From an optimization exercise on the open Yosys and OpenROAD flow, aimed at small area and a short achievable clock period; shortcuts taken in it are not production practice. The RTL was checked by simulation tests, not by an equivalence proof against the original design.

**design/flow/config.mk**
```make
export PLATFORM = sky130hd
export DESIGN_NAME = proj3_core
export DESIGN_NICKNAME = proj3_core
export VERILOG_FILES = /design/flow/design.v
export SDC_FILE = /design/flow/constraint.sdc
export NUM_CORES = 4
export LEC_CHECK = 0
export CAP_MARGIN = 20
export CORE_MARGIN = 2
export CORE_UTILIZATION = 40
export SLEW_MARGIN = 20
```
**design/flow/run.sh**
```bash
#!/bin/bash
# synth_recipe.tcl (not shown) runs the flow's synth.tcl, then flattens the netlist and writes it again
# the make line also repeats each setting of config.mk as NAME=value (left out here)
make -C /OpenROAD-flow-scripts/flow DESIGN_CONFIG=/design/flow/config.mk WORK_HOME=/design/flow/orfs CLKGATE_MAP_FILE= SYNTH_SCRIPT=/design/flow/synth_recipe.tcl finish
```
**design/flow/design.v**
```verilog
module proj3_core (
    input  wire        clk,
    input  wire        rst,             
    input  wire [16:0] prog_len,        
    input  wire        pred_update,     
    output wire [15:0] imem_addr,       
    input  wire [31:0] imem_rdata,
    output wire [15:0] dmem_raddr,      
    input  wire [31:0] dmem_rdata,
    output wire        dmem_we,         
    output wire [15:0] dmem_waddr,
    output wire [31:0] dmem_wdata,
    input  wire [3:0]  dbg_rsel,        
    output wire [31:0] dbg_rdata,
    output wire        done,
    output wire        halted,
    output wire        stall,
    output reg  [2:0]  fault_cause,
    output reg  [3:0]  fault_stage,
    output reg  [31:0] fault_fpc,
    output reg         illegal,
    output reg  [63:0] illegal_count,
    output reg  [63:0] cycles,
    output reg  [63:0] stalls,
    output reg  [63:0] commits
);
    localparam [7:0] OP_SET = 8'd0, OP_ADD = 8'd1, OP_SUB = 8'd2, OP_MUL = 8'd3,
                     OP_DIV = 8'd4, OP_LD  = 8'd5, OP_ST  = 8'd6, OP_BEZ = 8'd7,
                     OP_BGEZ = 8'd8, OP_BLEZ = 8'd9, OP_BGTZ = 8'd10, OP_BLTZ = 8'd11;
    localparam [2:0] F_DIV_ZERO = 3'd1, F_REG_INDEX = 3'd2, F_MEM_INDEX = 3'd3;
    localparam SW = 113;
    localparam V  = 112;
    reg [SW-1:0] s_if, s_id, s_ia, s_rr, s_add, s_mul, s_div, s_br, s_mem1, s_mem2, s_wb;
    reg [31:0] pc;
    reg [31:0] x   [0:15];
    reg [1:0]  pt  [0:15];
    reg [31:0] btb [0:15];
    integer i;
    wire        wb_v     = s_wb[V];
    wire [7:0]  wb_op    = s_wb[111:104];
    wire [7:0]  wb_dest  = s_wb[103:96];
    wire [31:0] wb_right = s_wb[63:32];
    wire [31:0] wb_fpc   = s_wb[31:0];
    wire        m2_v     = s_mem2[V];
    wire [7:0]  m2_op    = s_mem2[111:104];
    wire [31:0] m2_right = s_mem2[63:32];
    wire [31:0] m2_fpc   = s_mem2[31:0];
    wire        m1_v     = s_mem1[V];
    wire [7:0]  m1_op    = s_mem1[111:104];
    wire [31:0] m1_left  = s_mem1[95:64];
    wire [31:0] m1_right = s_mem1[63:32];
    wire [31:0] m1_fpc   = s_mem1[31:0];
    wire        br_v     = s_br[V];
    wire [7:0]  br_op    = s_br[111:104];
    wire [31:0] br_left  = s_br[95:64];
    wire [31:0] br_right = s_br[63:32];
    wire [31:0] br_fpc   = s_br[31:0];
    wire        dv_v     = s_div[V];
    wire [7:0]  dv_op    = s_div[111:104];
    wire [31:0] dv_left  = s_div[95:64];
    wire [31:0] dv_right = s_div[63:32];
    wire [31:0] dv_fpc   = s_div[31:0];
    wire        ml_v     = s_mul[V];
    wire [7:0]  ml_op    = s_mul[111:104];
    wire [31:0] ml_left  = s_mul[95:64];
    wire [31:0] ml_right = s_mul[63:32];
    wire        ad_v     = s_add[V];
    wire [7:0]  ad_op    = s_add[111:104];
    wire [31:0] ad_left  = s_add[95:64];
    wire [31:0] ad_right = s_add[63:32];
    wire        rr_v     = s_rr[V];
    wire [7:0]  rr_op    = s_rr[111:104];
    wire [7:0]  rr_dest  = s_rr[103:96];
    wire [31:0] rr_left  = s_rr[95:64];
    wire [31:0] rr_right = s_rr[63:32];
    wire [31:0] rr_fpc   = s_rr[31:0];
    wire        ia_v     = s_ia[V];
    wire [7:0]  ia_op    = s_ia[111:104];
    wire [7:0]  ia_dest  = s_ia[103:96];
    wire [31:0] ia_left  = s_ia[95:64];
    wire        id_v     = s_id[V];
    wire [7:0]  id_op    = s_id[111:104];
    wire [32:0] limit      = {14'd0, prog_len, 2'b00};       
    wire        pc_exh     = ({1'b0, pc} >= limit);
    wire        pipe_empty = ~(s_if[V] | s_id[V] | s_ia[V] | s_rr[V] | s_add[V] | s_mul[V] |
                               s_div[V] | s_br[V] | s_mem1[V] | s_mem2[V] | s_wb[V]);
    assign done   = pc_exh & pipe_empty;
    assign halted = (fault_cause != 3'd0);
    wire   run    = ~done & ~halted;
    wire wb_writes = wb_v & (wb_op <= OP_LD);
    wire wb_fault  = wb_writes & (wb_dest > 8'd15);
    wire m2_ld    = m2_v & (m2_op == OP_LD);
    wire m2_fault = m2_ld & (m2_right[31:16] != 16'd0);
    wire [SW-1:0] n_wb = m2_ld ? {s_mem2[SW-1:64], dmem_rdata, m2_fpc} : s_mem2;
    wire m1_st    = m1_v & (m1_op == OP_ST);
    wire m1_fault = m1_st & (m1_left[31:16] != 16'd0);
    wire [SW-1:0] n_mem2 = s_mem1;
    wire br_is = br_v & (br_op >= OP_BEZ) & (br_op <= OP_BLTZ);
    reg  br_cond;
    always @(*) begin
        case (br_op)
            OP_BEZ:  br_cond = (br_right == 32'd0);
            OP_BGEZ: br_cond = ~br_right[31];
            OP_BLEZ: br_cond = br_right[31] | (br_right == 32'd0);
            OP_BGTZ: br_cond = ~br_right[31] & (br_right != 32'd0);
            OP_BLTZ: br_cond = br_right[31];
            default: br_cond = 1'b0;
        endcase
    end
    wire br_taken = br_is & br_cond;
    wire [SW-1:0] n_mem1 = s_br;
    wire        pr_upd = br_is & pred_update;
    wire [3:0]  pr_idx = br_fpc[5:2];
    wire [1:0]  pt_old = pt[pr_idx];
    wire [1:0]  pt_upd = br_cond ? ((pt_old == 2'd3) ? 2'd3 : pt_old + 2'd1)
                                 : ((pt_old == 2'd0) ? 2'd0 : pt_old - 2'd1);
    wire dv_is    = dv_v & (dv_op == OP_DIV);
    wire dv_fault = dv_is & (dv_right == 32'd0);
    wire [31:0] dv_ua = dv_left[31]  ? (32'd0 - dv_left)  : dv_left;
    wire [31:0] dv_ub = dv_right[31] ? (32'd0 - dv_right) : dv_right;
    wire [31:0] dv_uq = dv_ua / dv_ub;
    wire [31:0] dv_q  = (dv_left[31] ^ dv_right[31]) ? (32'd0 - dv_uq) : dv_uq;
    wire [SW-1:0] n_br = dv_is ? {s_div[SW-1:64], dv_q, dv_fpc} : s_div;
    wire        ml_is = ml_v & (ml_op == OP_MUL);
    wire [31:0] ml_p  = ml_left * ml_right;
    wire [SW-1:0] n_div = ml_is ? {s_mul[SW-1:64], ml_p, s_mul[31:0]} : s_mul;
    wire        ad_add = ad_v & (ad_op == OP_ADD);
    wire        ad_sub = ad_v & (ad_op == OP_SUB);
    wire [31:0] ad_r   = ad_sub ? (ad_left - ad_right) : (ad_left + ad_right);
    wire [SW-1:0] n_mul = (ad_add | ad_sub) ? {s_add[SW-1:64], ad_r, s_add[31:0]} : s_add;
    wire rr_arith = rr_v & (rr_op >= OP_ADD) & (rr_op <= OP_DIV);
    wire rr_br    = rr_v & (rr_op >= OP_BEZ) & (rr_op <= OP_BLTZ);
    wire rr_fault = (rr_arith & ((rr_left[31:4] != 28'd0) | (rr_right[31:4] != 28'd0))) |
                    (rr_br & (rr_dest > 8'd15));
    wire [3:0]  rr_ia = rr_left[3:0];
    wire [3:0]  rr_ib = rr_br ? rr_dest[3:0] : rr_right[3:0];
    wire [31:0] rr_xa = (wb_writes & (wb_dest[3:0] == rr_ia)) ? wb_right : x[rr_ia];
    wire [31:0] rr_xb = (wb_writes & (wb_dest[3:0] == rr_ib)) ? wb_right : x[rr_ib];
    reg [SW-1:0] n_add;
    always @(*) begin
        n_add = s_rr;
        if (rr_arith)
            n_add = {s_rr[SW-1:96], rr_xa, rr_xb, rr_fpc};
        else if (rr_br)
            n_add = {s_rr[SW-1:64], rr_xb, rr_fpc};
    end
    wire ia_set = ia_v & (ia_op == OP_SET);
    wire [SW-1:0] n_rr = ia_set ? {s_ia[SW-1:64], ia_left, s_ia[31:0]} : s_ia;
    wire id_ill = id_v & (id_op > 8'd12);
    wire [SW-1:0] n_ia = id_ill ? {SW{1'b0}} : s_id;
    wire [31:0] f_pc  = br_taken ? br_left : pc;              
    wire        f_exh = ({1'b0, f_pc} >= limit);
    wire [15:0] f_idx = f_pc[17:2];
    wire [31:0] f_word = (m1_st & (m1_left[15:0] == f_idx)) ? m1_right : imem_rdata;
    wire [7:0]  f_op   = f_word[31:24];
    wire [7:0]  f_dest = f_word[23:16];
    wire [31:0] f_left = {{24{f_word[15]}}, f_word[15:8]};
    wire [31:0] f_rght = {{24{f_word[7]}},  f_word[7:0]};
    wire f_br  = (f_op >= OP_BEZ) & (f_op <= OP_BLTZ);
    wire f_mem = (f_op == OP_LD) | (f_op == OP_ST);
    wire f_haz = f_mem & ia_v & (f_left == {24'd0, ia_dest});
    wire [3:0]  p_idx   = f_pc[5:2];
    wire        p_fwd   = pr_upd & (pr_idx == p_idx);
    wire [1:0]  p_pt    = p_fwd ? pt_upd : pt[p_idx];
    wire [31:0] p_btb   = (p_fwd & br_cond) ? br_left : btb[p_idx];
    wire        p_taken = p_pt[1];
    wire        f_stall = ~f_exh & ~f_br & f_haz;
    wire        f_admit = ~f_exh & ~f_stall;
    wire [31:0] f_pc4   = f_pc + 32'd4;
    wire [31:0] n_pc    = (f_exh | f_stall) ? f_pc :
                          (f_br & p_taken)  ? p_btb : f_pc4;
    wire [SW-1:0] n_if  = f_admit ? {1'b1, f_op, f_dest, f_left, f_rght, f_pc} : {SW{1'b0}};
    wire any_fault = wb_fault | m2_fault | m1_fault | dv_fault | rr_fault;
    wire step      = run & ~any_fault;
    reg [2:0]  nf_cause;
    reg [3:0]  nf_stage;
    reg [31:0] nf_fpc;
    always @(*) begin
        if (wb_fault)      begin nf_cause = F_REG_INDEX; nf_stage = 4'd10; nf_fpc = wb_fpc; end
        else if (m2_fault) begin nf_cause = F_MEM_INDEX; nf_stage = 4'd9;  nf_fpc = m2_fpc; end
        else if (m1_fault) begin nf_cause = F_MEM_INDEX; nf_stage = 4'd8;  nf_fpc = m1_fpc; end
        else if (dv_fault) begin nf_cause = F_DIV_ZERO;  nf_stage = 4'd6;  nf_fpc = dv_fpc; end
        else               begin nf_cause = F_REG_INDEX; nf_stage = 4'd3;  nf_fpc = rr_fpc; end
    end
    assign imem_addr  = (~halted & ~f_exh) ? f_idx : 16'd0;
    assign dmem_raddr = (~halted & m2_ld) ? m2_right[15:0] : 16'd0;
    assign dmem_we    = ~rst & step & m1_st;
    assign dmem_waddr = dmem_we ? m1_left[15:0] : 16'd0;
    assign dmem_wdata = dmem_we ? m1_right : 32'd0;
    assign dbg_rdata  = x[dbg_rsel];
    assign stall      = step & f_stall;
    always @(posedge clk) begin
        if (rst) begin
            pc <= 32'd0;
            s_if <= {SW{1'b0}}; s_id <= {SW{1'b0}}; s_ia <= {SW{1'b0}}; s_rr <= {SW{1'b0}};
            s_add <= {SW{1'b0}}; s_mul <= {SW{1'b0}}; s_div <= {SW{1'b0}}; s_br <= {SW{1'b0}};
            s_mem1 <= {SW{1'b0}}; s_mem2 <= {SW{1'b0}}; s_wb <= {SW{1'b0}};
            for (i = 0; i < 16; i = i + 1) begin
                x[i]   <= 32'd0;
                pt[i]  <= 2'd0;
                btb[i] <= 32'd0;
            end
            fault_cause   <= 3'd0;
            fault_stage   <= 4'd0;
            fault_fpc     <= 32'd0;
            illegal       <= 1'b0;
            illegal_count <= 64'd0;
            cycles        <= 64'd0;
            stalls        <= 64'd0;
            commits       <= 64'd0;
        end else if (run) begin
            if (any_fault) begin
                fault_cause <= nf_cause;
                fault_stage <= nf_stage;
                fault_fpc   <= nf_fpc;
            end else begin
                if (wb_writes)
                    x[wb_dest[3:0]] <= wb_right;
                if (wb_v)
                    commits <= commits + 64'd1;
                if (pr_upd) begin
                    pt[pr_idx] <= pt_upd;
                    if (br_cond)
                        btb[pr_idx] <= br_left;
                end
                if (id_ill) begin
                    illegal       <= 1'b1;
                    illegal_count <= illegal_count + 64'd1;
                end
                s_wb   <= n_wb;
                s_mem2 <= n_mem2;
                s_mem1 <= n_mem1;
                s_br   <= n_br;
                s_div  <= n_div;
                s_mul  <= n_mul;
                s_add  <= n_add;
                s_rr   <= n_rr;
                s_ia   <= n_ia;
                s_id   <= s_if;
                s_if   <= n_if;
                pc     <= n_pc;
                cycles <= cycles + 64'd1;
                if (f_stall)
                    stalls <= stalls + 64'd1;
            end
        end
    end
endmodule
```
**design/flow/constraint.sdc**
```tcl
create_clock -name core_clock -period 80.0 [get_ports {clk}]
set_input_delay 16.0000 -clock core_clock [delete_from_list [all_inputs] [get_ports {clk}]]
set_output_delay 16.0000 -clock core_clock [all_outputs]
set_load 0.01 [all_outputs]
```
==> run_results.csv <==
group,metric,value,unit
synth,synth-seq-cells,2377,
synth,ys_top_cells_by_count,"nand2_1, a21oi_1, dfxtp_1",
detailed_routing,via_per_inst,5.95,
floorplan,rows,231,
global_route,grt_start_max_net_pins,204,
setup_path,critPathLaunchType,"register",
sta,rsz0062_at_grt,"no",
sta,finClkSkew,0.0930,ns
clocking,cts_buffer_depth,4,
sta,worst_pin_slew,1.30,ns
setup_path,arrival,76.94,ns
setup_path,cp-end-kind,"register",
detailed_routing,first_iter_violations,15527,
global_route,grt_antenna_before_repair,44,
setup_path,worstRegToRegCells,353,
setup_path,path_max_fanout,17,
synth,synth-seq-area-share,36.6,%
clocking,numCtsBuffers,273,
setup_path,cp_slowest_cell,"nor4b_2",
synth,synth_area_leaders,"edfxtp_1, dfxtp_1, nand2_1, mux4_2, ha_1",
sta,finalHoldViolCount,0,
place,numPortBuffers,498,
detailed_routing,dr.pass1.iters,6,
sta,fin_crit,76.12,ns
setup_path,path_common_cell,"buf_4",
detailed_routing,drtAntennaViolNets,0,
clocking,path_clk_slew,0.07,ns
synth,synth_top_area_share,20.0,%
sta,maxSlewHeadroom,12.6,%
clocking,cts_hold_buf,0,
clocking,clock-sinks,2377,
floorplan,fp.dieW,634,um
global_route,grt_remaining_overflow,0,
hold_path,holdPathStages,2,
floorplan,core,0.396,mm2
place,dp_cells,23343,
sta,setup_viol,0,
setup_path,required,80.81,ns
detailed_routing,wire_per_inst,26.7,um
global_route,grt_pass1_vias,135073,
global_route,grt_pass1_wl,924000,um
floorplan,die_area,0.402,mm2
synth,yosysTopAreaCell,"edfxtp_1",
layout,drive_gt1_share,13.3,%
sta,period_share,95.2,%
place,hpwlAfterDp,448000,um
detailed_routing,routed_wl,638000,um
clocking,clock-root-buffer,"clkbuf_16",
layout,area_delta_synth_final,16.3,%
synth,yosys_warnings,1,
synth,synth_fp_nets,19003,
synth,synth_edf_count,1056,
layout,nFillCells,37845,
synth,synthFlopType,"dfxtp_1",
floorplan,die_h,634,um
floorplan,start_util,40.1,%
layout,layoutNonFillerInstCount,23877,
clocking,cts_tree,"yes",
sta,drv_slew,0,
setup_path,slowest_delay,0.67,ns
synth,syn_inst,17780,
sta,whs,0.438,ns
synth,synthesis.area,0.159,mm2
sta,clock.fmax,0.0131,GHz
place,place_congestion,0.987,
setup_path,crit_type,"reg2reg",
synth,async_reset_ff_share,0,%
outcome,status,"finished clean",
global_route,gr-usage-all-layers,30.8,%
synth,syn_avg_cell_area,8.93,um2
hold_path,hp-class,"reg2reg",
floorplan,ioPinCount,500,
synth,synth_most_common_cell,"nand2_1",
flow_run,cap_violations,0,
detailed_routing,vias,142034,
layout,nets,19630,
clocking,clock_latency,0.97,ns
clocking,cts_max_level,5,
synth,synth.distinct_cells,118,
detailed_routing,drc,0,
## final cells by class
cell class / instances / area [um2] / area share (%)
multi-input cells: 13405 / 94800 / 51.3
clock buffers: 373 / 7660 / 4.15
inverters: 741 / 2800 / 1.51
repair buffers: 1609 / 13500 / 7.33
well taps: 5242 / 6560 / 3.55
clock inverters: 114 / 1130 / 0.614
diodes: 16 / 40.0 / 0.0217
flip-flops and latches: 2377 / 58200 / 31.5
## stage by stage
step	utilization, %	area (um2)	setup TNS (ns)	worst slack, ns
finish	46.7	185000	0	3.88
global route	46.7	185000	0	0.0396
CTS	46.5	184000	0	0.0658
detailed placement	44.2	175000	-0.0809	-0.0809
global placement	44.2	175000	0	0.917
floorplan	-	159000	0	1.54
## placed cells by master, fill, tap and decap left out, types with 468 or more instances in the layout
master,n
nand2_1,3188
a21oi_1,1371
dfxtp_1,1308
nor2_1,1135
and2_1,1125
buf_4,1090
edfxtp_1,1056
inv_1,728
ha_1,726
nand3_1,534
clkdlybuf4s50_1,493
nor3_1,468
## state kept, by name (all words and copies together), names as in the netlist, 32 cells and up, named ones only
name and count:
btb 512, x 512, s_add 113, s_br 113
s_div 113, s_mem1 113, s_mul 113, s_mem2 81
s_wb 80, s_ia 65, s_id 65, s_if 65
s_rr 65, commits 64, cycles 64, illegal_count 64
stalls 64, fault_fpc 32, pc 32, pt 32
## layer usage
metal  GRT usage, %  up-vias  wire (um)
li1               -    63767          -
met1           40.2    69616     256000
met2           48.4     7106     285000
met3           6.21     1513      59600
met4           15.7       32      37300
met5              0        -        190
## final timing paths
path                                start    endpoint  slack, ns
worst max-delay path            s_div[65]    s_br[53]       3.88
worst min-delay path             s_br[29]  s_mem1[29]       0.44
worst max register to register  s_div[65]    s_br[53]       3.88
worst min register to register   s_br[29]  s_mem1[29]       0.44
## logic make-up after synthesis
family | Yosys count | share of synthesized area, %
and+or+nand+nor | 7418 | 21.8
AOI/OAI and AO/OA | 3400 | 13.6
DFF | 2377 | 36.6
buffers and inverters | 1998 | 4.77
adders and majority gates | 1137 | 10.9
xor gates and xnor gates | 750 | 4.14
muxes | 699 | 8.14
other | 1 | 0.00236
## critical path, delay by kind of cell (launching register included)
kind                     cells  cell delay, ns
AND/OR/NAND/NOR             96           18.86
buffers and inverters       46            8.09
XOR/XNOR                     3            0.74
multiplexers                 4            1.12
AO/OA/AOI/OAI              172           36.87
flip-flops                   1            0.30
adder cells (fa/ha/maj)     32            9.90
## what timing repair did
action                                  4_1_cts  5_1_grt
buffers inserted                              0       29
hold endpoints to repair                      0        0
endpoints found under the setup margin       24       32
pin swaps                                     0       31
gates resized for setup                       6      139

==> static timing again, ports no longer ideal <==
How much do the figures lean on ideal ports? The routed layout below was timed once more, with nothing changed but the port constraints.
Step 1, drivers: a clkbuf_16 drives clk and a buf_2 each remaining input, both assumed.
Step 2 times the ports against the registers' clock, not the clock port: input delays grow and output delays shrink by t, the midpoint of the rising clock arrivals with the driver on.
a / b / c = ideal / step 1 / step 2; a / b = the first two.
t (ns): 1.046
setup WS [ns]: 3.879 / 3.879 / 3.879
slew at the worst register clock pin (ns): 0.08 / 0.08
After both steps this run still meets setup and hold. The setup slack of this run moves by 0.000 ns with the drivers and by 0.000 ns with both steps.
